This design comes from an exercise in tuning for small area, a short achievable clock period and few clock cycles on the open sky130 flow, not from production work.
The RTL was checked by simulation tests, not by an equivalence proof against the original design.
Power and IR drop assume default switching activity.

--- design.v ---
module gcg_sine_rom (
    input  wire [7:0] phase,
    output reg  [7:0] value
);
    always @* begin
        case (phase)
            8'd0: value = 8'd128;
            8'd1: value = 8'd131;
            8'd2: value = 8'd134;
            8'd3: value = 8'd137;
            8'd4: value = 8'd140;
            8'd5: value = 8'd143;
            8'd6: value = 8'd146;
            8'd7: value = 8'd149;
            8'd8: value = 8'd152;
            8'd9: value = 8'd155;
            8'd10: value = 8'd158;
            8'd11: value = 8'd162;
            8'd12: value = 8'd165;
            8'd13: value = 8'd167;
            8'd14: value = 8'd170;
            8'd15: value = 8'd173;
            8'd16: value = 8'd176;
            8'd17: value = 8'd179;
            8'd18: value = 8'd182;
            8'd19: value = 8'd185;
            8'd20: value = 8'd188;
            8'd21: value = 8'd190;
            8'd22: value = 8'd193;
            8'd23: value = 8'd196;
            8'd24: value = 8'd198;
            8'd25: value = 8'd201;
            8'd26: value = 8'd203;
            8'd27: value = 8'd206;
            8'd28: value = 8'd208;
            8'd29: value = 8'd211;
            8'd30: value = 8'd213;
            8'd31: value = 8'd215;
            8'd32: value = 8'd218;
            8'd33: value = 8'd220;
            8'd34: value = 8'd222;
            8'd35: value = 8'd224;
            8'd36: value = 8'd226;
            8'd37: value = 8'd228;
            8'd38: value = 8'd230;
            8'd39: value = 8'd232;
            8'd40: value = 8'd234;
            8'd41: value = 8'd235;
            8'd42: value = 8'd237;
            8'd43: value = 8'd238;
            8'd44: value = 8'd240;
            8'd45: value = 8'd241;
            8'd46: value = 8'd243;
            8'd47: value = 8'd244;
            8'd48: value = 8'd245;
            8'd49: value = 8'd246;
            8'd50: value = 8'd248;
            8'd51: value = 8'd249;
            8'd52: value = 8'd250;
            8'd53: value = 8'd250;
            8'd54: value = 8'd251;
            8'd55: value = 8'd252;
            8'd56: value = 8'd253;
            8'd57: value = 8'd253;
            8'd58: value = 8'd254;
            8'd59: value = 8'd254;
            8'd60: value = 8'd254;
            8'd61: value = 8'd255;
            8'd62: value = 8'd255;
            8'd63: value = 8'd255;
            8'd64: value = 8'd255;
            8'd65: value = 8'd255;
            8'd66: value = 8'd255;
            8'd67: value = 8'd255;
            8'd68: value = 8'd254;
            8'd69: value = 8'd254;
            8'd70: value = 8'd254;
            8'd71: value = 8'd253;
            8'd72: value = 8'd253;
            8'd73: value = 8'd252;
            8'd74: value = 8'd251;
            8'd75: value = 8'd250;
            8'd76: value = 8'd250;
            8'd77: value = 8'd249;
            8'd78: value = 8'd248;
            8'd79: value = 8'd246;
            8'd80: value = 8'd245;
            8'd81: value = 8'd244;
            8'd82: value = 8'd243;
            8'd83: value = 8'd241;
            8'd84: value = 8'd240;
            8'd85: value = 8'd238;
            8'd86: value = 8'd237;
            8'd87: value = 8'd235;
            8'd88: value = 8'd234;
            8'd89: value = 8'd232;
            8'd90: value = 8'd230;
            8'd91: value = 8'd228;
            8'd92: value = 8'd226;
            8'd93: value = 8'd224;
            8'd94: value = 8'd222;
            8'd95: value = 8'd220;
            8'd96: value = 8'd218;
            8'd97: value = 8'd215;
            8'd98: value = 8'd213;
            8'd99: value = 8'd211;
            8'd100: value = 8'd208;
            8'd101: value = 8'd206;
            8'd102: value = 8'd203;
            8'd103: value = 8'd201;
            8'd104: value = 8'd198;
            8'd105: value = 8'd196;
            8'd106: value = 8'd193;
            8'd107: value = 8'd190;
            8'd108: value = 8'd188;
            8'd109: value = 8'd185;
            8'd110: value = 8'd182;
            8'd111: value = 8'd179;
            8'd112: value = 8'd176;
            8'd113: value = 8'd173;
            8'd114: value = 8'd170;
            8'd115: value = 8'd167;
            8'd116: value = 8'd165;
            8'd117: value = 8'd162;
            8'd118: value = 8'd158;
            8'd119: value = 8'd155;
            8'd120: value = 8'd152;
            8'd121: value = 8'd149;
            8'd122: value = 8'd146;
            8'd123: value = 8'd143;
            8'd124: value = 8'd140;
            8'd125: value = 8'd137;
            8'd126: value = 8'd134;
            8'd127: value = 8'd131;
            8'd128: value = 8'd128;
            8'd129: value = 8'd124;
            8'd130: value = 8'd121;
            8'd131: value = 8'd118;
            8'd132: value = 8'd115;
            8'd133: value = 8'd112;
            8'd134: value = 8'd109;
            8'd135: value = 8'd106;
            8'd136: value = 8'd103;
            8'd137: value = 8'd100;
            8'd138: value = 8'd97;
            8'd139: value = 8'd93;
            8'd140: value = 8'd90;
            8'd141: value = 8'd88;
            8'd142: value = 8'd85;
            8'd143: value = 8'd82;
            8'd144: value = 8'd79;
            8'd145: value = 8'd76;
            8'd146: value = 8'd73;
            8'd147: value = 8'd70;
            8'd148: value = 8'd67;
            8'd149: value = 8'd65;
            8'd150: value = 8'd62;
            8'd151: value = 8'd59;
            8'd152: value = 8'd57;
            8'd153: value = 8'd54;
            8'd154: value = 8'd52;
            8'd155: value = 8'd49;
            8'd156: value = 8'd47;
            8'd157: value = 8'd44;
            8'd158: value = 8'd42;
            8'd159: value = 8'd40;
            8'd160: value = 8'd37;
            8'd161: value = 8'd35;
            8'd162: value = 8'd33;
            8'd163: value = 8'd31;
            8'd164: value = 8'd29;
            8'd165: value = 8'd27;
            8'd166: value = 8'd25;
            8'd167: value = 8'd23;
            8'd168: value = 8'd21;
            8'd169: value = 8'd20;
            8'd170: value = 8'd18;
            8'd171: value = 8'd17;
            8'd172: value = 8'd15;
            8'd173: value = 8'd14;
            8'd174: value = 8'd12;
            8'd175: value = 8'd11;
            8'd176: value = 8'd10;
            8'd177: value = 8'd9;
            8'd178: value = 8'd7;
            8'd179: value = 8'd6;
            8'd180: value = 8'd5;
            8'd181: value = 8'd5;
            8'd182: value = 8'd4;
            8'd183: value = 8'd3;
            8'd184: value = 8'd2;
            8'd185: value = 8'd2;
            8'd186: value = 8'd1;
            8'd187: value = 8'd1;
            8'd188: value = 8'd1;
            8'd189: value = 8'd0;
            8'd190: value = 8'd0;
            8'd191: value = 8'd0;
            8'd192: value = 8'd0;
            8'd193: value = 8'd0;
            8'd194: value = 8'd0;
            8'd195: value = 8'd0;
            8'd196: value = 8'd1;
            8'd197: value = 8'd1;
            8'd198: value = 8'd1;
            8'd199: value = 8'd2;
            8'd200: value = 8'd2;
            8'd201: value = 8'd3;
            8'd202: value = 8'd4;
            8'd203: value = 8'd5;
            8'd204: value = 8'd5;
            8'd205: value = 8'd6;
            8'd206: value = 8'd7;
            8'd207: value = 8'd9;
            8'd208: value = 8'd10;
            8'd209: value = 8'd11;
            8'd210: value = 8'd12;
            8'd211: value = 8'd14;
            8'd212: value = 8'd15;
            8'd213: value = 8'd17;
            8'd214: value = 8'd18;
            8'd215: value = 8'd20;
            8'd216: value = 8'd21;
            8'd217: value = 8'd23;
            8'd218: value = 8'd25;
            8'd219: value = 8'd27;
            8'd220: value = 8'd29;
            8'd221: value = 8'd31;
            8'd222: value = 8'd33;
            8'd223: value = 8'd35;
            8'd224: value = 8'd37;
            8'd225: value = 8'd40;
            8'd226: value = 8'd42;
            8'd227: value = 8'd44;
            8'd228: value = 8'd47;
            8'd229: value = 8'd49;
            8'd230: value = 8'd52;
            8'd231: value = 8'd54;
            8'd232: value = 8'd57;
            8'd233: value = 8'd59;
            8'd234: value = 8'd62;
            8'd235: value = 8'd65;
            8'd236: value = 8'd67;
            8'd237: value = 8'd70;
            8'd238: value = 8'd73;
            8'd239: value = 8'd76;
            8'd240: value = 8'd79;
            8'd241: value = 8'd82;
            8'd242: value = 8'd85;
            8'd243: value = 8'd88;
            8'd244: value = 8'd90;
            8'd245: value = 8'd93;
            8'd246: value = 8'd97;
            8'd247: value = 8'd100;
            8'd248: value = 8'd103;
            8'd249: value = 8'd106;
            8'd250: value = 8'd109;
            8'd251: value = 8'd112;
            8'd252: value = 8'd115;
            8'd253: value = 8'd118;
            8'd254: value = 8'd121;
            8'd255: value = 8'd124;
            default: value = 8'd0;
        endcase
    end
endmodule
module gcg_freq_rom (
    input  wire [6:0] note,
    output reg  [7:0] tuning_word
);
    always @* begin
        case (note)
            7'd0: tuning_word = 8'd0;
            7'd1: tuning_word = 8'd0;
            7'd2: tuning_word = 8'd0;
            7'd3: tuning_word = 8'd0;
            7'd4: tuning_word = 8'd0;
            7'd5: tuning_word = 8'd0;
            7'd6: tuning_word = 8'd0;
            7'd7: tuning_word = 8'd0;
            7'd8: tuning_word = 8'd0;
            7'd9: tuning_word = 8'd0;
            7'd10: tuning_word = 8'd0;
            7'd11: tuning_word = 8'd0;
            7'd12: tuning_word = 8'd0;
            7'd13: tuning_word = 8'd0;
            7'd14: tuning_word = 8'd0;
            7'd15: tuning_word = 8'd0;
            7'd16: tuning_word = 8'd0;
            7'd17: tuning_word = 8'd0;
            7'd18: tuning_word = 8'd0;
            7'd19: tuning_word = 8'd0;
            7'd20: tuning_word = 8'd0;
            7'd21: tuning_word = 8'd0;
            7'd22: tuning_word = 8'd0;
            7'd23: tuning_word = 8'd0;
            7'd24: tuning_word = 8'd1;
            7'd25: tuning_word = 8'd1;
            7'd26: tuning_word = 8'd1;
            7'd27: tuning_word = 8'd1;
            7'd28: tuning_word = 8'd1;
            7'd29: tuning_word = 8'd1;
            7'd30: tuning_word = 8'd1;
            7'd31: tuning_word = 8'd1;
            7'd32: tuning_word = 8'd1;
            7'd33: tuning_word = 8'd1;
            7'd34: tuning_word = 8'd1;
            7'd35: tuning_word = 8'd1;
            7'd36: tuning_word = 8'd1;
            7'd37: tuning_word = 8'd1;
            7'd38: tuning_word = 8'd1;
            7'd39: tuning_word = 8'd1;
            7'd40: tuning_word = 8'd1;
            7'd41: tuning_word = 8'd1;
            7'd42: tuning_word = 8'd1;
            7'd43: tuning_word = 8'd2;
            7'd44: tuning_word = 8'd2;
            7'd45: tuning_word = 8'd2;
            7'd46: tuning_word = 8'd2;
            7'd47: tuning_word = 8'd2;
            7'd48: tuning_word = 8'd2;
            7'd49: tuning_word = 8'd2;
            7'd50: tuning_word = 8'd2;
            7'd51: tuning_word = 8'd2;
            7'd52: tuning_word = 8'd3;
            7'd53: tuning_word = 8'd3;
            7'd54: tuning_word = 8'd3;
            7'd55: tuning_word = 8'd3;
            7'd56: tuning_word = 8'd3;
            7'd57: tuning_word = 8'd4;
            7'd58: tuning_word = 8'd4;
            7'd59: tuning_word = 8'd4;
            7'd60: tuning_word = 8'd4;
            7'd61: tuning_word = 8'd4;
            7'd62: tuning_word = 8'd5;
            7'd63: tuning_word = 8'd5;
            7'd64: tuning_word = 8'd5;
            7'd65: tuning_word = 8'd6;
            7'd66: tuning_word = 8'd6;
            7'd67: tuning_word = 8'd6;
            7'd68: tuning_word = 8'd7;
            7'd69: tuning_word = 8'd7;
            7'd70: tuning_word = 8'd7;
            7'd71: tuning_word = 8'd8;
            7'd72: tuning_word = 8'd8;
            7'd73: tuning_word = 8'd9;
            7'd74: tuning_word = 8'd9;
            7'd75: tuning_word = 8'd10;
            7'd76: tuning_word = 8'd11;
            7'd77: tuning_word = 8'd11;
            7'd78: tuning_word = 8'd12;
            7'd79: tuning_word = 8'd13;
            7'd80: tuning_word = 8'd13;
            7'd81: tuning_word = 8'd14;
            7'd82: tuning_word = 8'd15;
            7'd83: tuning_word = 8'd16;
            7'd84: tuning_word = 8'd17;
            7'd85: tuning_word = 8'd18;
            7'd86: tuning_word = 8'd19;
            7'd87: tuning_word = 8'd20;
            7'd88: tuning_word = 8'd21;
            7'd89: tuning_word = 8'd22;
            7'd90: tuning_word = 8'd24;
            7'd91: tuning_word = 8'd25;
            7'd92: tuning_word = 8'd27;
            7'd93: tuning_word = 8'd28;
            7'd94: tuning_word = 8'd30;
            7'd95: tuning_word = 8'd32;
            7'd96: tuning_word = 8'd33;
            7'd97: tuning_word = 8'd35;
            7'd98: tuning_word = 8'd38;
            7'd99: tuning_word = 8'd40;
            7'd100: tuning_word = 8'd42;
            7'd101: tuning_word = 8'd45;
            7'd102: tuning_word = 8'd47;
            7'd103: tuning_word = 8'd50;
            7'd104: tuning_word = 8'd53;
            7'd105: tuning_word = 8'd56;
            7'd106: tuning_word = 8'd60;
            7'd107: tuning_word = 8'd63;
            7'd108: tuning_word = 8'd67;
            7'd109: tuning_word = 8'd71;
            7'd110: tuning_word = 8'd75;
            7'd111: tuning_word = 8'd80;
            7'd112: tuning_word = 8'd84;
            7'd113: tuning_word = 8'd89;
            7'd114: tuning_word = 8'd95;
            7'd115: tuning_word = 8'd100;
            7'd116: tuning_word = 8'd106;
            7'd117: tuning_word = 8'd113;
            7'd118: tuning_word = 8'd119;
            7'd119: tuning_word = 8'd126;
            7'd120: tuning_word = 8'd134;
            7'd121: tuning_word = 8'd142;
            7'd122: tuning_word = 8'd150;
            7'd123: tuning_word = 8'd159;
            7'd124: tuning_word = 8'd169;
            7'd125: tuning_word = 8'd179;
            7'd126: tuning_word = 8'd189;
            7'd127: tuning_word = 8'd201;
            default: tuning_word = 8'd0;
        endcase
    end
endmodule
module gcg_ms_enc (
    input  wire [15:0] ms,
    output reg  [5:0]  idx
);
    always @* begin
        if (ms[15:9] != 7'd0) idx = 6'd62;
        else if (ms[8:0] >= 9'd501) idx = 6'd62;
        else if (ms[8:0] >= 9'd334) idx = 6'd61;
        else if (ms[8:0] >= 9'd251) idx = 6'd60;
        else if (ms[8:0] >= 9'd201) idx = 6'd59;
        else if (ms[8:0] >= 9'd167) idx = 6'd58;
        else if (ms[8:0] >= 9'd143) idx = 6'd57;
        else if (ms[8:0] >= 9'd126) idx = 6'd56;
        else if (ms[8:0] >= 9'd112) idx = 6'd55;
        else if (ms[8:0] >= 9'd101) idx = 6'd54;
        else if (ms[8:0] >= 9'd91) idx = 6'd53;
        else if (ms[8:0] >= 9'd84) idx = 6'd52;
        else if (ms[8:0] >= 9'd77) idx = 6'd51;
        else if (ms[8:0] >= 9'd72) idx = 6'd50;
        else if (ms[8:0] >= 9'd67) idx = 6'd49;
        else if (ms[8:0] >= 9'd63) idx = 6'd48;
        else if (ms[8:0] >= 9'd59) idx = 6'd47;
        else if (ms[8:0] >= 9'd56) idx = 6'd46;
        else if (ms[8:0] >= 9'd53) idx = 6'd45;
        else if (ms[8:0] >= 9'd51) idx = 6'd44;
        else if (ms[8:0] >= 9'd48) idx = 6'd43;
        else if (ms[8:0] >= 9'd46) idx = 6'd42;
        else if (ms[8:0] >= 9'd44) idx = 6'd41;
        else if (ms[8:0] >= 9'd42) idx = 6'd40;
        else if (ms[8:0] >= 9'd41) idx = 6'd39;
        else if (ms[8:0] >= 9'd39) idx = 6'd38;
        else if (ms[8:0] >= 9'd38) idx = 6'd37;
        else if (ms[8:0] >= 9'd36) idx = 6'd36;
        else idx = ms[5:0];
    end
endmodule
module gcg_ms_dec (
    input  wire [5:0]  idx,
    output reg  [13:0] ticks
);
    always @* begin
        case (idx)
            6'd0: ticks = 14'd0;
            6'd1: ticks = 14'd15;
            6'd2: ticks = 14'd31;
            6'd3: ticks = 14'd47;
            6'd4: ticks = 14'd63;
            6'd5: ticks = 14'd79;
            6'd6: ticks = 14'd95;
            6'd7: ticks = 14'd111;
            6'd8: ticks = 14'd127;
            6'd9: ticks = 14'd143;
            6'd10: ticks = 14'd159;
            6'd11: ticks = 14'd176;
            6'd12: ticks = 14'd191;
            6'd13: ticks = 14'd209;
            6'd14: ticks = 14'd224;
            6'd15: ticks = 14'd241;
            6'd16: ticks = 14'd257;
            6'd17: ticks = 14'd274;
            6'd18: ticks = 14'd289;
            6'd19: ticks = 14'd306;
            6'd20: ticks = 14'd319;
            6'd21: ticks = 14'd339;
            6'd22: ticks = 14'd354;
            6'd23: ticks = 14'd371;
            6'd24: ticks = 14'd389;
            6'd25: ticks = 14'd399;
            6'd26: ticks = 14'd420;
            6'd27: ticks = 14'd431;
            6'd28: ticks = 14'd456;
            6'd29: ticks = 14'd469;
            6'd30: ticks = 14'd483;
            6'd31: ticks = 14'd499;
            6'd32: ticks = 14'd515;
            6'd33: ticks = 14'd532;
            6'd34: ticks = 14'd550;
            6'd35: ticks = 14'd570;
            6'd36: ticks = 14'd591;
            6'd37: ticks = 14'd614;
            6'd38: ticks = 14'd639;
            6'd39: ticks = 14'd665;
            6'd40: ticks = 14'd694;
            6'd41: ticks = 14'd726;
            6'd42: ticks = 14'd760;
            6'd43: ticks = 14'd799;
            6'd44: ticks = 14'd841;
            6'd45: ticks = 14'd887;
            6'd46: ticks = 14'd940;
            6'd47: ticks = 14'd999;
            6'd48: ticks = 14'd1065;
            6'd49: ticks = 14'd1141;
            6'd50: ticks = 14'd1229;
            6'd51: ticks = 14'd1332;
            6'd52: ticks = 14'd1453;
            6'd53: ticks = 14'd1599;
            6'd54: ticks = 14'd1776;
            6'd55: ticks = 14'd1999;
            6'd56: ticks = 14'd2284;
            6'd57: ticks = 14'd2665;
            6'd58: ticks = 14'd3199;
            6'd59: ticks = 14'd3999;
            6'd60: ticks = 14'd5332;
            6'd61: ticks = 14'd7999;
            6'd62: ticks = 14'd15999;
            default: ticks = 14'd0;
        endcase
    end
endmodule
module gcg_synth (
    input  wire        clk,
    input  wire        rst,           
    input  wire        sample_tick,   
    output wire        ready,
    input  wire [16:0] stream_len,    
    output wire        mem_req,
    output wire [15:0] mem_addr,
    input  wire        mem_ack,
    input  wire [7:0]  mem_rdata,
    output reg         sample_valid,
    output reg  [7:0]  sample_out,
    output reg         stream_end,
    output wire        halted
);
    localparam N = 6;
    localparam P = 16;
    localparam [3:0] C_NOP       = 4'd0,  C_TEMPO    = 4'd1,  C_WAVE     = 4'd2,
                     C_VOLUME    = 4'd3,  C_GVOLUME  = 4'd4,  C_NOTEON   = 4'd5,
                     C_NOTEOFF   = 4'd6,  C_EOS      = 4'd7,  C_SWRESET  = 4'd8,
                     C_SYNC      = 4'd9,  C_RESETOSC = 4'd10, C_SETADSR  = 4'd11,
                     C_JUMP      = 4'd12, C_DUTY     = 4'd13, C_DIRECT   = 4'd14,
                     C_ADSRVALS  = 4'd15;
    localparam [1:0] E_ATTACK = 2'd0, E_DECAY = 2'd1, E_SUSTAIN = 2'd2, E_RELEASE = 2'd3;
    reg [2:0]  v_wave   [0:N-1];    
    reg [7:0]  v_duty   [0:N-1];
    reg [7:0]  v_tw     [0:N-1];
    reg [7:0]  v_phase  [0:N-1];
    reg [7:0]  v_vol    [0:N-1];
    reg [4:0]  v_type   [0:N-1];
    reg [1:0]  v_state  [0:N-1];
    reg        v_ended  [0:N-1];    
    reg [7:0]  v_value  [0:N-1];
    reg [13:0] v_t      [0:N-1];    
    reg [7:0]  v_s      [0:N-1];    
    reg [13:0] v_acc    [0:N-1];    
    reg [13:0] v_cd     [0:N-1];    
    reg [7:0]  v_cs     [0:N-1];    
    reg [5:0]  pre_a [1:P];         
    reg [5:0]  pre_d [1:P];
    reg [7:0]  pre_s [1:P];
    reg [5:0]  pre_r [1:P];
    reg [7:0]  gvol;
    reg [13:0] tempo_cmp;
    reg [13:0] tempo_cnt;
    reg [15:0] cursor;
    reg        at_end;              
    reg        halted_r;            
    reg        halted_o;
    reg [31:0] noise;
    integer i;
    function [7:0] scale;
        input [7:0] v;
        input [7:0] s;
        reg [15:0] p;
        begin
            p = v * s;
            if (v == 8'd0 || s == 8'd0) scale = 8'd0;
            else                        scale = p[15:8] + 8'd1;
        end
    endfunction
    function [2:0] cmd_last;         
        input [3:0] c;
        begin
            case (c)
                C_NOP, C_NOTEOFF, C_EOS, C_SWRESET, C_RESETOSC: cmd_last = 3'd0;
                C_TEMPO, C_JUMP:                                cmd_last = 3'd2;
                C_ADSRVALS:                                     cmd_last = 3'd7;
                default:                                        cmd_last = 3'd1;
            endcase
        end
    endfunction
    function [7:0] triangle;
        input [7:0] p;
        begin
            if (p < 8'd64)       triangle = 8'd127 - {p[6:0], 1'b0};
            else if (p < 8'd192) triangle = {p[6:0], 1'b0} - 8'd128;
            else                 triangle = 8'd255 - {p[6:0] - 7'd64, 1'b0};
        end
    endfunction
    function [31:0] xorshift;
        input [31:0] x;
        reg [31:0] a, b;
        begin
            a = x ^ (x << 13);
            b = a ^ (a >> 17);
            xorshift = b ^ (b << 5);
        end
    endfunction
    reg        ready_r;
    reg        tick_r;              
    wire       fire_next = ({1'b0, tempo_cnt} + 15'd1 >= {1'b0, tempo_cmp});
    wire       accept    = ready_r && sample_tick && !halted_r;
    assign ready    = ready_r;
    assign halted   = halted_o;
    reg        b_fetch;             
    reg        b_exec;              
    reg        ex_step;             
    reg [2:0]  byte_idx;
    reg [7:0]  op;
    reg [55:0] sh;                  
    reg [2:0]  burst_left;
    reg [23:0] pending;
    reg        top_direct;
    reg [5:0]  enc_a, enc_d;
    assign mem_req  = b_fetch;
    assign mem_addr = cursor;
    wire [3:0]  cmd   = op[7:4];
    wire [3:0]  ch    = op[3:0];
    wire        ch_ok = (ch < N);
    wire [2:0]  chv   = ch[2:0];
    wire [7:0]  b0    = sh[7:0];
    wire [15:0] w0    = sh[15:0];
    wire [5:0] enc_w;
    gcg_ms_enc u_enc (.ms(sh[15:0]), .idx(enc_w));
    wire [4:0] ch_type = v_type[chv];
    wire [4:0] pr_k    = (cmd == C_SETADSR) ? b0[4:0] : ch_type;
    wire       pr_z    = (pr_k == 5'd0) || (pr_k > P);
    wire [5:0] pr_a    = pr_z ? 6'd0 : pre_a[pr_k];
    wire [5:0] pr_d    = pr_z ? 6'd0 : pre_d[pr_k];
    wire [7:0] pr_s    = pr_z ? 8'd0 : pre_s[pr_k];
    wire [5:0] pr_r    = pr_z ? 6'd0 : pre_r[pr_k];
    reg  [5:0] dec_in;
    always @* begin
        case (cmd)
            C_NOTEON:  dec_in = pr_a;
            C_NOTEOFF: dec_in = pr_r;
            C_SETADSR: dec_in = pr_d;
            default:   dec_in = enc_d;
        endcase
    end
    wire [13:0] dec_t;
    gcg_ms_dec u_dec (.idx(dec_in), .ticks(dec_t));
    wire [7:0] note_tw;
    gcg_freq_rom u_freq (.note(b0[6:0]), .tuning_word(note_tw));
    reg [23:0] pending_n;
    reg [2:0]  burst_left_n;
    reg        top_direct_n;
    always @* begin
        pending_n    = pending;
        burst_left_n = burst_left;
        top_direct_n = top_direct;
        if (pending != 24'd0) begin
            if (cmd == C_DIRECT) pending_n = pending - 24'd1 + {16'd0, b0};
            else                 pending_n = pending - 24'd1;
        end else begin
            burst_left_n = burst_left - 3'd1;
            if (cmd == C_DIRECT) begin
                top_direct_n = 1'b1;
                pending_n    = {16'd0, b0};
            end
        end
    end
    wire more = (pending_n != 24'd0) || (!top_direct_n && burst_left_n != 3'd0);
    wire exec_done = b_exec && !(cmd == C_TEMPO && !ex_step);
    wire [7:0]  sine_val [0:N-1];
    reg  [31:0] nz       [0:N];
    reg  [7:0]  osc      [0:N-1];
    genvar g;
    generate
        for (g = 0; g < N; g = g + 1) begin : g_sine
            gcg_sine_rom u_sine (.phase(v_phase[g]), .value(sine_val[g]));
        end
    endgenerate
    always @* begin
        nz[0] = noise;
        for (i = 0; i < N; i = i + 1) begin
            nz[i+1] = (v_wave[i] == 3'd5) ? xorshift(nz[i]) : nz[i];
            case (v_wave[i])
                3'd1:    osc[i] = sine_val[i];
                3'd2:    osc[i] = triangle(v_phase[i]);
                3'd3:    osc[i] = (v_phase[i] <= v_duty[i]) ? 8'd255 : 8'd0;
                3'd4:    osc[i] = v_phase[i] + 8'd127;
                3'd5:    osc[i] = nz[i+1][7:0];
                3'd6:    osc[i] = v_duty[i];
                default: osc[i] = 8'd127;
            endcase
        end
    end
    reg        p1_v, p1_e, p2_v, p2_e, p3_v, p3_e, p4_v, p4_e, p5_v, p5_e;
    reg [7:0]  p1_o [0:N-1];
    reg [7:0]  p2_a [0:N-1];
    reg [7:0]  p3_b [0:N-1];
    reg [7:0]  p3_g, p4_g, p5_g;
    reg [10:0] p4_sum;
    reg [7:0]  p5_m;
    wire [10:0] b_sum = p3_b[0] + p3_b[1] + p3_b[2] + p3_b[3] + p3_b[4] + p3_b[5];
    wire [26:0] m_prod = p4_sum * 16'd43863;    
    wire [8:0]  m_full = m_prod[26:18];
    always @(posedge clk) begin
        for (i = 0; i < N; i = i + 1) begin
            p2_a[i] <= scale(p1_o[i], (v_type[i] == 5'd0) ? 8'd255 : v_value[i]);
            p3_b[i] <= scale(p2_a[i], v_vol[i]);
        end
        p3_g   <= gvol;
        p4_sum <= b_sum;
        p4_g   <= p3_g;
        p5_m   <= m_full[8] ? 8'd255 : m_full[7:0];
        p5_g   <= p4_g;
        sample_out <= scale(p5_m, p5_g);
        if (rst) begin
            p1_v <= 1'b0; p1_e <= 1'b0;
            p2_v <= 1'b0; p2_e <= 1'b0;
            p3_v <= 1'b0; p3_e <= 1'b0;
            p4_v <= 1'b0; p4_e <= 1'b0;
            p5_v <= 1'b0; p5_e <= 1'b0;
            sample_valid <= 1'b0;
            stream_end   <= 1'b0;
            halted_o     <= 1'b0;
        end else begin
            p1_v <= tick_r;
            p1_e <= exec_done && cmd == C_EOS;
            p2_v <= p1_v; p2_e <= p1_e;
            p3_v <= p2_v; p3_e <= p2_e;
            p4_v <= p3_v; p4_e <= p3_e;
            p5_v <= p4_v; p5_e <= p4_e;
            sample_valid <= p5_v;
            stream_end   <= p5_e;
            if (p5_e) halted_o <= 1'b1;
        end
    end
    reg [13:0] e_sum;
    reg        e_fire;
    always @(posedge clk) begin
        at_end <= ({1'b0, rst ? 16'd0 : (b_exec && cmd == C_JUMP) ? w0 : cursor} >= stream_len);
        if (b_fetch && byte_idx == 3'd3) enc_a <= enc_w;
        if ((b_fetch && byte_idx == 3'd5) || (b_exec && !ex_step)) enc_d <= enc_w;
        if (tick_r) begin
            noise <= nz[N];
            for (i = 0; i < N; i = i + 1) begin
                p1_o[i]    <= osc[i];
                v_phase[i] <= v_phase[i] + v_tw[i];
            end
        end
        if (rst) begin
            ready_r    <= 1'b1;
            tick_r     <= 1'b0;
            b_fetch    <= 1'b0;
            b_exec     <= 1'b0;
            ex_step    <= 1'b0;
            byte_idx   <= 3'd0;
            gvol       <= 8'd0;
            tempo_cmp  <= 14'd15;
            tempo_cnt  <= 14'd0;
            cursor     <= 16'd0;
            halted_r   <= 1'b0;
            noise      <= 32'h2545F491;
            for (i = 0; i < N; i = i + 1) begin
                v_wave[i]  <= 3'd0;
                v_duty[i]  <= 8'd127;
                v_tw[i]    <= 8'd0;
                v_phase[i] <= 8'd0;
                v_vol[i]   <= 8'd0;
                v_type[i]  <= 5'd0;
                v_state[i] <= E_ATTACK;
                v_ended[i] <= 1'b1;
                v_value[i] <= 8'd0;
                v_t[i]     <= 14'd0;
                v_s[i]     <= 8'd255;
                v_acc[i]   <= 14'd0;
                v_cd[i]    <= 14'd0;
                v_cs[i]    <= 8'd0;
            end
            for (i = 1; i <= P; i = i + 1) begin
                pre_a[i] <= 6'd0;
                pre_d[i] <= 6'd0;
                pre_s[i] <= 8'd0;
                pre_r[i] <= 6'd0;
            end
        end else begin
            tick_r <= 1'b0;
            if (accept) begin
                if (fire_next) begin
                    tempo_cnt  <= 14'd0;
                    ready_r    <= 1'b0;
                    if (at_end) cursor <= 16'd0;
                    burst_left <= N;
                    pending    <= 24'd0;
                    top_direct <= 1'b0;
                    byte_idx   <= 3'd0;
                    b_fetch    <= 1'b1;
                end else begin
                    tempo_cnt <= tempo_cnt + 14'd1;
                    tick_r    <= 1'b1;
                end
            end
            if (tick_r) begin
                for (i = 0; i < N; i = i + 1) begin
                    e_sum  = v_acc[i] + {6'd0, v_s[i]};
                    e_fire = (e_sum >= v_t[i]);
                    if (v_type[i] != 5'd0 && !v_ended[i] && v_state[i] != E_SUSTAIN) begin
                        if (!e_fire) begin
                            v_acc[i] <= e_sum;
                        end else begin
                            v_acc[i] <= 14'd0;
                            case (v_state[i])
                                E_ATTACK: begin
                                    if (v_value[i] >= 8'd254) begin
                                        v_value[i] <= 8'd255;
                                        v_state[i] <= E_DECAY;
                                        v_s[i]     <= 8'd255 - v_cs[i];
                                        v_t[i]     <= (v_cs[i] == 8'd255) ? 14'd0 : v_cd[i];
                                    end else begin
                                        v_value[i] <= v_value[i] + 8'd1;
                                    end
                                end
                                E_DECAY: begin
                                    if ({1'b0, v_value[i]} <= {1'b0, v_cs[i]} + 9'd1) begin
                                        v_value[i] <= v_cs[i];
                                        v_state[i] <= E_SUSTAIN;
                                    end else begin
                                        v_value[i] <= v_value[i] - 8'd1;
                                    end
                                end
                                default: begin   
                                    if (v_value[i] <= 8'd1) begin
                                        v_value[i] <= 8'd0;
                                        v_ended[i] <= 1'b1;
                                    end else begin
                                        v_value[i] <= v_value[i] - 8'd1;
                                    end
                                end
                            endcase
                        end
                    end
                end
            end
            if (b_fetch && mem_ack) begin
                cursor <= cursor + 16'd1;
                if (byte_idx == 3'd0) begin
                    op <= mem_rdata;
                    if (cmd_last(mem_rdata[7:4]) == 3'd0) begin
                        b_fetch <= 1'b0;
                        b_exec  <= 1'b1;
                    end else begin
                        byte_idx <= 3'd1;
                    end
                end else begin
                    sh <= {sh[47:0], mem_rdata};
                    if (byte_idx == cmd_last(cmd)) begin
                        byte_idx <= 3'd0;
                        b_fetch  <= 1'b0;
                        b_exec   <= 1'b1;
                    end else begin
                        byte_idx <= byte_idx + 3'd1;
                    end
                end
            end
            if (b_exec) begin
                if (!exec_done) begin
                    ex_step <= 1'b1;
                end else begin
                    ex_step    <= 1'b0;
                    b_exec     <= 1'b0;
                    pending    <= pending_n;
                    burst_left <= burst_left_n;
                    top_direct <= top_direct_n;
                    if (cmd == C_EOS) begin
                        ready_r <= 1'b1;
                    end else if (more) begin
                        b_fetch <= 1'b1;
                    end else begin
                        tick_r  <= 1'b1;
                        ready_r <= 1'b1;
                    end
                end
                case (cmd)
                    C_TEMPO: if (ex_step) begin
                        tempo_cmp <= dec_t;
                        tempo_cnt <= 14'd0;
                    end
                    C_WAVE:    if (ch_ok) v_wave[chv] <= (b0 < 8'd7) ? b0[2:0] : 3'd0;
                    C_VOLUME:  if (ch_ok) v_vol[chv]  <= b0;
                    C_GVOLUME: gvol <= b0;
                    C_NOTEON: if (ch_ok) begin
                        v_tw[chv]    <= note_tw;
                        v_value[chv] <= 8'd0;
                        v_acc[chv]   <= 14'd0;
                        v_state[chv] <= E_ATTACK;
                        v_ended[chv] <= 1'b0;
                        v_s[chv]     <= 8'd255;
                        v_t[chv]     <= dec_t;
                    end
                    C_NOTEOFF: if (ch_ok) begin
                        if (ch_type == 5'd0) begin
                            v_tw[chv] <= 8'd0;
                        end else if (!v_ended[chv]) begin
                            v_value[chv] <= v_cs[chv];
                            v_acc[chv]   <= 14'd0;
                            v_state[chv] <= E_RELEASE;
                            v_s[chv]     <= v_cs[chv];
                            v_t[chv]     <= (v_cs[chv] == 8'd0) ? 14'd0 : dec_t;
                        end
                    end
                    C_EOS: halted_r <= 1'b1;
                    C_SWRESET: begin
                        gvol <= 8'd0;
                        for (i = 0; i < N; i = i + 1) begin
                            v_wave[i]  <= 3'd0;
                            v_duty[i]  <= 8'd127;
                            v_tw[i]    <= 8'd0;
                            v_phase[i] <= 8'd0;
                            v_vol[i]   <= 8'd0;
                            v_type[i]  <= 5'd0;
                            v_state[i] <= E_ATTACK;
                            v_ended[i] <= 1'b1;
                            v_value[i] <= 8'd0;
                            v_acc[i]   <= 14'd0;
                        end
                    end
                    C_SYNC:     if (ch_ok && b0[3:0] < N) v_phase[chv] <= v_phase[b0[2:0]];
                    C_RESETOSC: if (ch_ok) v_phase[chv] <= 8'd0;
                    C_SETADSR: if (ch_ok && b0 <= P) begin
                        v_type[chv]  <= b0[4:0];
                        v_value[chv] <= 8'd0;
                        v_acc[chv]   <= 14'd0;
                        v_state[chv] <= E_ATTACK;
                        v_ended[chv] <= 1'b1;
                        v_cd[chv]    <= dec_t;
                        v_cs[chv]    <= pr_s;
                    end
                    C_JUMP:  cursor <= w0;
                    C_DUTY:  if (ch_ok) v_duty[chv] <= b0;
                    C_ADSRVALS: if (ch_ok && ch_type != 5'd0) begin
                        pre_a[ch_type] <= enc_a;
                        pre_d[ch_type] <= enc_d;
                        pre_s[ch_type] <= sh[23:16];
                        pre_r[ch_type] <= enc_w;
                        for (i = 0; i < N; i = i + 1) begin
                            if (v_type[i] == ch_type) begin
                                v_cd[i] <= dec_t;
                                v_cs[i] <= sh[23:16];
                            end
                        end
                    end
                    default: ;   
                endcase
            end
        end
    end
endmodule
--- run.sh ---
#!/bin/bash
# synth_recipe.tcl (not shown) runs the flow's synth.tcl, then flattens the netlist and writes it again
# the make line also repeats each setting of config.mk as NAME=value (left out here)
make -C /OpenROAD-flow-scripts/flow DESIGN_CONFIG=/design/flow/config.mk WORK_HOME=/design/flow/orfs CLKGATE_MAP_FILE= SYNTH_SCRIPT=/design/flow/synth_recipe.tcl finish
--- config.mk ---
export PLATFORM = sky130hd
export DESIGN_NAME = gcg_synth
export DESIGN_NICKNAME = gcg_synth
export VERILOG_FILES = /design/flow/design.v
export SDC_FILE = /design/flow/constraint.sdc
export NUM_CORES = 4
export LEC_CHECK = 0
export CAP_MARGIN = 20
export CORE_MARGIN = 2
export CORE_UTILIZATION = 25
export SLEW_MARGIN = 20
--- constraint.sdc ---
create_clock -name core_clock -period 10.0 [get_ports {clk}]
set_input_delay 2.0000 -clock core_clock [delete_from_list [all_inputs] [get_ports {clk}]]
set_output_delay 2.0000 -clock core_clock [all_outputs]
set_load 0.01 [all_outputs]
==> run notes <==
[layer usage]
layer,global-route usage,share of wire,up-vias
met5,0.00426,0.00089,-
met4,0.0496,0.036,12
met3,0.0269,0.083,751
met2,0.242,0.45,4013
met1,0.200,0.43,51200
li1,-,-,48900
[cell usage after synthesis (35+ instances only)]
cell	number	area share
o21ai_0	887	0.034
mux4_2	114	0.019
or2_2	46	0.0022
a22oi_1	174	0.0099
a211oi_1	75	0.0043
inv_1	1080	0.031
o211ai_1	109	0.0062
o21bai_1	41	0.0023
nor2_1	1250	0.036
ha_1	1031	0.098
fa_1	558	0.085
and2_1	623	0.030
o22ai_1	112	0.0053
mux2_2	50	0.0043
dfxtp_1	361	0.055
o221ai_1	50	0.0033
clkbuf_1	687	0.020
xor2_1	284	0.019
a21o_1	135	0.0077
o32ai_1	36	0.0024
or3_1	94	0.0045
nand3_1	370	0.014
nand2b_1	131	0.0062
edfxtp_1	1194	0.27
a31oi_1	84	0.0040
a21oi_1	629	0.024
nand2_1	1472	0.042
nor3b_1	40	0.0023
o31ai_1	35	0.0020
nor3_1	187	0.0071
xnor2_1	609	0.040
mux2i_1	107	0.0081
xnor3_1	82	0.014
and3_1	235	0.011
nor4_1	75	0.0036
buf_1	92	0.0026
o21a_1	89	0.0051
nand4_1	95	0.0045
nor2b_1	299	0.014
[final cells by class]
class                      count  area [um2]
clock buffer                 236        4930
clock inverter                88         967
inverter                    1100        4130
timing repair buffer         287        2320
antenna                       14        35.0
sequential                  1555       43100
multi-input combinational  10800       81900
fill                       55200      379000
tap                         6968        8720
[report_power, final]
part           total, mW  switching [mW]  internal (mW)
sequential          8.16           0.668           7.49
combinational       14.5            8.15           6.31
clock               6.79            2.87           3.92
total               29.4            11.7           17.7
[worst paths after layout]
check / end / depth (start not counted) / start / slack [ns]
max: noise[10] / 21 / v_wave[0][2] / 2.01
min: p4_g[4] / 0 / p3_g[4] / 0.33
max reg2reg: noise[10] / 21 / v_wave[0][2] / 2.01
min reg2reg: p4_g[4] / 0 / p3_g[4] / 0.33
[stage by stage]
step	cells	utilization	instance area [um2]	hold slack (ns)	total power, mW
after global routing	21100	0.278	146000	0.328	32.0
after global placement	20700	0.267	140000	0.314	22.5
after detailed placement	20700	0.267	140000	0.312	22.8
after CTS	21100	0.278	146000	0.327	29.6
after floorplan	14300	-	132000	0.310	19.2
final	21100	0.278	146000	0.326	29.4
[flip-flops by register name (all words and copies together) (netlist names), 64 cells and up, named ones only]
signal and flops:
pre_s 143, pre_d 108, pre_r 108, pre_a 107, v_acc 84, v_cd 84
v_t 84, v_cs 64, v_phase 64
[critical path: cells and delay by family (launching register included)]
| kind | cells | cell delay, ns |
|---|---|---|
| compound gates | 4 | 1.11 |
| xor+xnor | 11 | 3.92 |
| buf+inv | 1 | 0.47 |
| flops | 1 | 0.81 |
| mux | 2 | 0.64 |
| simple gates | 3 | 0.91 |
[kinds of logic after synthesis]
kind of cell	Yosys count	share of synthesized area
AO/OA/AOI/OAI	2810	0.134
adder cells (fa/ha/maj)	1594	0.183
buffers and inverters	1934	0.0561
flip-flops	1555	0.327
multiplexers	280	0.0330
other	1	0.0000285
AND/OR/NAND/NOR	5037	0.184
XOR/XNOR	1034	0.0826
==> run notes <==
----------------------------------------------------
[Outcome]
  Result of the run ... no timing/DRC/antenna violations

[STA]
  Post-route clock period utilization ... 0.799
  Final setup viols ... 0
  Maximum operating frequency ... 0.125 GHz
  Setup repair after global routing missed its margin ... false
  Final hold violation count ... 0
  Total Negative Setup Slacks ... 0 ns
  Worst slew slack as a fraction of its limit ... 0.178
  Transition at the pin with the smallest max-transition slack ... between 1 and 1.5 ns
  Minimum clock period ... 7.99 ns
  Clock Skew ... around 0.15 ns
  Total count of max-transition violations in the final report ... 0
  Worst setup slack after layout ... 2.01 ns

[Cells and area]
  Final layout net count ... 15,600
  Layout cell share with drive strength beyond 1 ... 0.0637
  Commonest cells after routing, fill and taps aside ... 1,462 x nand2_1, 1,227 x nor2_1, 1,194 x edfxtp_1
  Area growth from synthesis to final layout ... 10.9%
  Leading cell type in the layout, fill and taps excluded ... nand2_1

[CTS]
  Clock slew seen by the registers of the worst setup and hold paths ... approximately 0.060 ns
  Maximum buffer depth of the clock tree ... 4
  H-Tree Depth ... 4
  Number of buffers inserted to repair setup after CTS ... 0
  Clock root buffer ... clkbuf_16
  CTS tree ... yes
  Number of buffers added to fix hold violations after cts ... 0
  Number of CTS-inserted buffers ... 180
  Total number of clock tree sinks ... 1,555
  Clock latency on the worst-skew pair ... 0.93 ns
  Post-CTS sizing ... 0

[Setup path]
  Standard cell with the maximum stage delay on the critical path ... edfxtp_1
  Largest stage delay on the critical path ... 0.81 ns
  Type of element capturing the critical path ... flip-flop
  Cell-by-cell trace of the critical path ... nand3b_1 > buf_4 > o21ai_1 > xor2_1 > xor2_1 > o21ai_1 > xnor3_1 > xor2_1 > mux2_2 > o2111ai_1 > xor3_1 > mux2i_4 > xnor2_1 > xnor2_1 > xor2_1 > nor2_1 > xnor2_1 > xnor3_1 > xnor2_1 > nor3_1 > o311ai_1
  Data arrival, critical path ... 8.74 ns
  Setup crit start kind ... flip-flop
  Largest fanout of any net on the critical path ... 28
  Data required time at the worst endpoint ... ~11 ns
  Startpoint-to-endpoint class of the critical path ... reg -> reg

[Die]
  Area enclosed by the die boundary ... approximately 530,000 um2
  Area of the core ... 525,000 um2
  Die span in y ... 730 um
  Effective utilization at floorplan ... 0.251
  Count of standard-cell rows ... roughly 270
  Die span in x ... 730 um
  Top-level port count ... 58

[Placed design]
  Pre-CTS setup slack ... 2.16 ns
  Buffers on Ports ... 57
  HPWL Detailed ... between 300,000 and 400,000 um
  Global placement routability congestion ... 0.945

[Global route]
  Vias in the first global route ... 102,000
  Total track usage ... 0.149
  Leftover overflow at the end of global routing ... 0
  Pin count of the biggest net entering global routing ... 70
  Initial antenna violation count ... 28
  Global-route wire length before repair ... 626,000 um

[Route]
  Wirelength per Cell ... about 20 um
  Detail-routed via count per cell ... 4.98
  First-iteration detailed-routing DRC count ... 10,300
  Wirelength, routed ... 411,000 um
  Residual antenna-violating net count after detailed routing ... 0
  DRC Markers ... 0
  Number of detailed-route iterations in the first pass ... 7
  Vias after detailed routing ... 105,000

[Synth]
  #FFs+latches synth ... 1,555
  Synthesized area per cell ... 9.25 um2
  Post-synthesis cell area ... 132,000 um2
  Cell variety after synth ... 115
  Post-synth EDFFs ... 1,194
  Synthesized netlist cell count ... 14,200
  Warnings, synthesis ... 15
  Sequential area share after synthesis ... 0.327
  Most frequently used flop master after synthesis ... edfxtp_1
  Post-synth ARST share ... 0

[Run]
  Number of max-cap violations ... 0

[Power]
  Power per cell area ... 201 nW/um2
  Maximum ir drop on the vdd rail ... 0.000306 V
  Leakage power summed over all cells ... about 60 nW

[Min path]
  Worst hold path class ... reg -> reg

----------------------------------------------------
Testbench counts, summed over its fixed seeds: cycles 17,591.

[port drivers added, routing unchanged]
No port has a modelled driver above. Below, the same layout with a new extraction and two added sets of constraints. Step 1, drivers: a clkbuf_16 drives clk and a buf_2 each remaining input, both assumed. Step 2 moves the port delays by t, midway between the first and last clock arrival at a register: inputs arrive t later, outputs are due t later. That takes back most of the time a late clock gives input paths. Three values: ideal ports, drivers, drivers and shift; two values: the first two.
t, ns: 0.983
setup WS [ns]: 2.006 / 2.006 / 2.006
worst hold slack (ns): 0.326 / 0.326 / 0.326
After both steps this run still meets setup and hold. For this run, drivers alone change the setup slack by 0.000 ns; drivers and shift together by 0.000 ns.
